This design comes from an exercise in tuning for small area on the open sky130 flow, not from production work. In this exercise RTL edits were held to simulation tests only and were not proved equivalent to the original. Power figures rest on the tool's default switching activity, not on a simulated workload.

== R ==
## lasersync_core
module lasersync_core (
    input  wire        clk,
    input  wire        rst,             
    input  wire        pd_in,           
    input  wire        synchronize,
    input  wire        expose_start,
    input  wire        single_facet,
    input  wire        single_line,
    input  wire        wr_en,
    input  wire [31:0] wr_data,
    input  wire        wr_commit,
    output reg  [1:0]  laser,
    output wire        pwm_out,
    output reg         motor_enable,
    output wire        step_out,
    output reg         direction,
    output reg         synced,
    output reg         error,
    output reg         expose_finished,
    output wire [2:0]  state,
    output wire        empty,
    output wire        full
);
make LEC_CHECK=0 CAP_MARGIN=20 CORE_MARGIN=2 CORE_UTILIZATION=40 PLACE_DENSITY=0.6 SLEW_MARGIN=20 SYNTH_HIERARCHICAL=1 finish   # period 8.0 ns
run.sh (not shown) runs the stock make flow with config.mk's settings and CLKGATE_MAP_FILE= SYNTH_SCRIPT=/design/flow/synth_recipe.tcl, a recipe that flattens the netlist after the stock synthesis.
Input-level comparison between P and R:
==> flow/flow/run.sh (new file) <==
#!/bin/bash
# Standard layout (the standard.sh), with a leaner clock tree: no dummy
# loads and larger sink clusters driven by clkbuf_16; and buf_1 port buffers.
set -euo pipefail
export CTS_ARGS="-sink_clustering_enable -repair_clock_nets -dont_use_dummy_load -sink_clustering_size 28 -sink_clustering_max_diameter 100 -buf_list sky130_fd_sc_hd__clkbuf_16"
export BUFFER_PORTS_ARGS="-buffer_cell sky130_fd_sc_hd__buf_1"
bash standard.sh > standard.log 2>&1
==> flow/standard.sh (new file) <==
#!/bin/bash
# synth_recipe.tcl (not shown) runs the flow's synth.tcl, then flattens the netlist and writes it again
# the make line also repeats each setting of config.mk as NAME=value (left out here)
make -C /OpenROAD-flow-scripts/flow DESIGN_CONFIG=/design/flow/config.mk WORK_HOME=/design/flow/orfs CLKGATE_MAP_FILE= SYNTH_SCRIPT=/design/flow/synth_recipe.tcl "${@:-finish}"
removed: flow/run.sh
Results
- Diff R..P | non-clock inverter instance count of the final layout | negligible
- P vs R, post-placement worst setup slack went down by 190 ps.
- P consumes less power than R does.
- Worst hold slack was lower in R than in P.
- Register-to-register setup slack: P vs R down 40 ps
- ~same routed length on met1 in P and R
- Compared with R, P shows total of clock buffers placed in the layout that has gone down by more than half.
- P vs R — final core utilization dropped 2.8 points.
- P vs R, clock period minus worst slack went up by 39 ps.
- Relative to R, the data required time of the worst path of P is lower by 30 ps.

---

== TR ==
lasersync_core, a different RTL version from the one above (not shown whole).
For scale: about 1600 cells after synthesis, about 630 flip-flops, ~26000 µm² of cells after synthesis.
make LEC_CHECK=0 CAP_MARGIN=20 CORE_MARGIN=2 CORE_UTILIZATION=40 CTS_BUF_LIST=sky130_fd_sc_hd__clkbuf_4 CTS_CLUSTER_SIZE=30 PLACE_DENSITY=0.6 SLEW_MARGIN=20 finish   # period 8.0 ns
Stock flow here: none of the scripts above is used.
TR was carried through to the last stage, and its layout satisfied the timing, DRC and antenna checks.
What MS does differently from TR at the input level:
# TR
export LEC_CHECK = 0
export CAP_MARGIN = 20
export CORE_MARGIN = 2
export CORE_UTILIZATION = 40
export CTS_BUF_LIST = sky130_fd_sc_hd__clkbuf_4
export CTS_CLUSTER_SIZE = 30
export PLACE_DENSITY = 0.6
export SLEW_MARGIN = 20
create_clock -name core_clock -period 8.0 [get_ports {clk}]
# MS
export LEC_CHECK = 0
export CAP_MARGIN = 20
export CORE_MARGIN = 2
export CORE_UTILIZATION = 40
export PLACE_DENSITY = 0.6
export SLEW_MARGIN = 20
create_clock -name core_clock -period 8.0 [get_ports {clk}]
Notes after the runs:
- Diff TR -> MS: synthesized area per cell comparable; global-route wire length before repair now smaller; layout-stage area growth over the synthesis result now larger.
- On hold slack, MS and TR are basically level.
- Number of different library cells in the post-synthesis netlist delta (MS -> TR): insignificant
- NOTE: fraction of area in registers in MS falls short of that of TR
- Delta (MS minus TR): sum of routed wire segments on met1 decreased 1.2%; setup slack went up by 0.37 ns; average wire length per cell after detail routing went up 1.1 µm; final area increased by about 0.7% relative to the old numbers.

[what the ideal ports hide]
In the flow no input, the clock included, has a driving cell. The finished layouts below were timed again as built, in two steps. Step 1, drivers: a clkbuf_16 drives clk and a buf_2 each remaining input, both assumed. Step 2 adds t to the input delays and takes it off the output delays; t is the mean of the earliest and latest rising clock arrival at the registers after step 1. Input paths then give back, and output paths get back, about the clock's delay inside the block. a / b / c = ideal / step 1 / step 2; a / b = the first two.
| run | t (ns) | setup slack, ns | hold WS [ns] | clock arrival spread, ns |
|---|---|---|---|---|
| R | 0.665 | 2.664 / 2.664 / 2.664 | 0.445 / 0.445 / 0.445 | 0.028 / 0.027 |
| P | 0.625 | 2.625 / 2.625 / 2.625 | 0.473 / 0.473 / 0.473 | 0.091 / 0.090 |
| TR | 1.047 | 2.748 / 2.688 / 3.558 | 0.459 / 0.459 / 0.459 | 0.066 / 0.067 |
| MS | 0.659 | 3.121 / 3.058 / 3.600 | 0.461 / 0.461 / 0.461 | 0.026 / 0.027 |
After both steps every run listed still meets setup and hold.
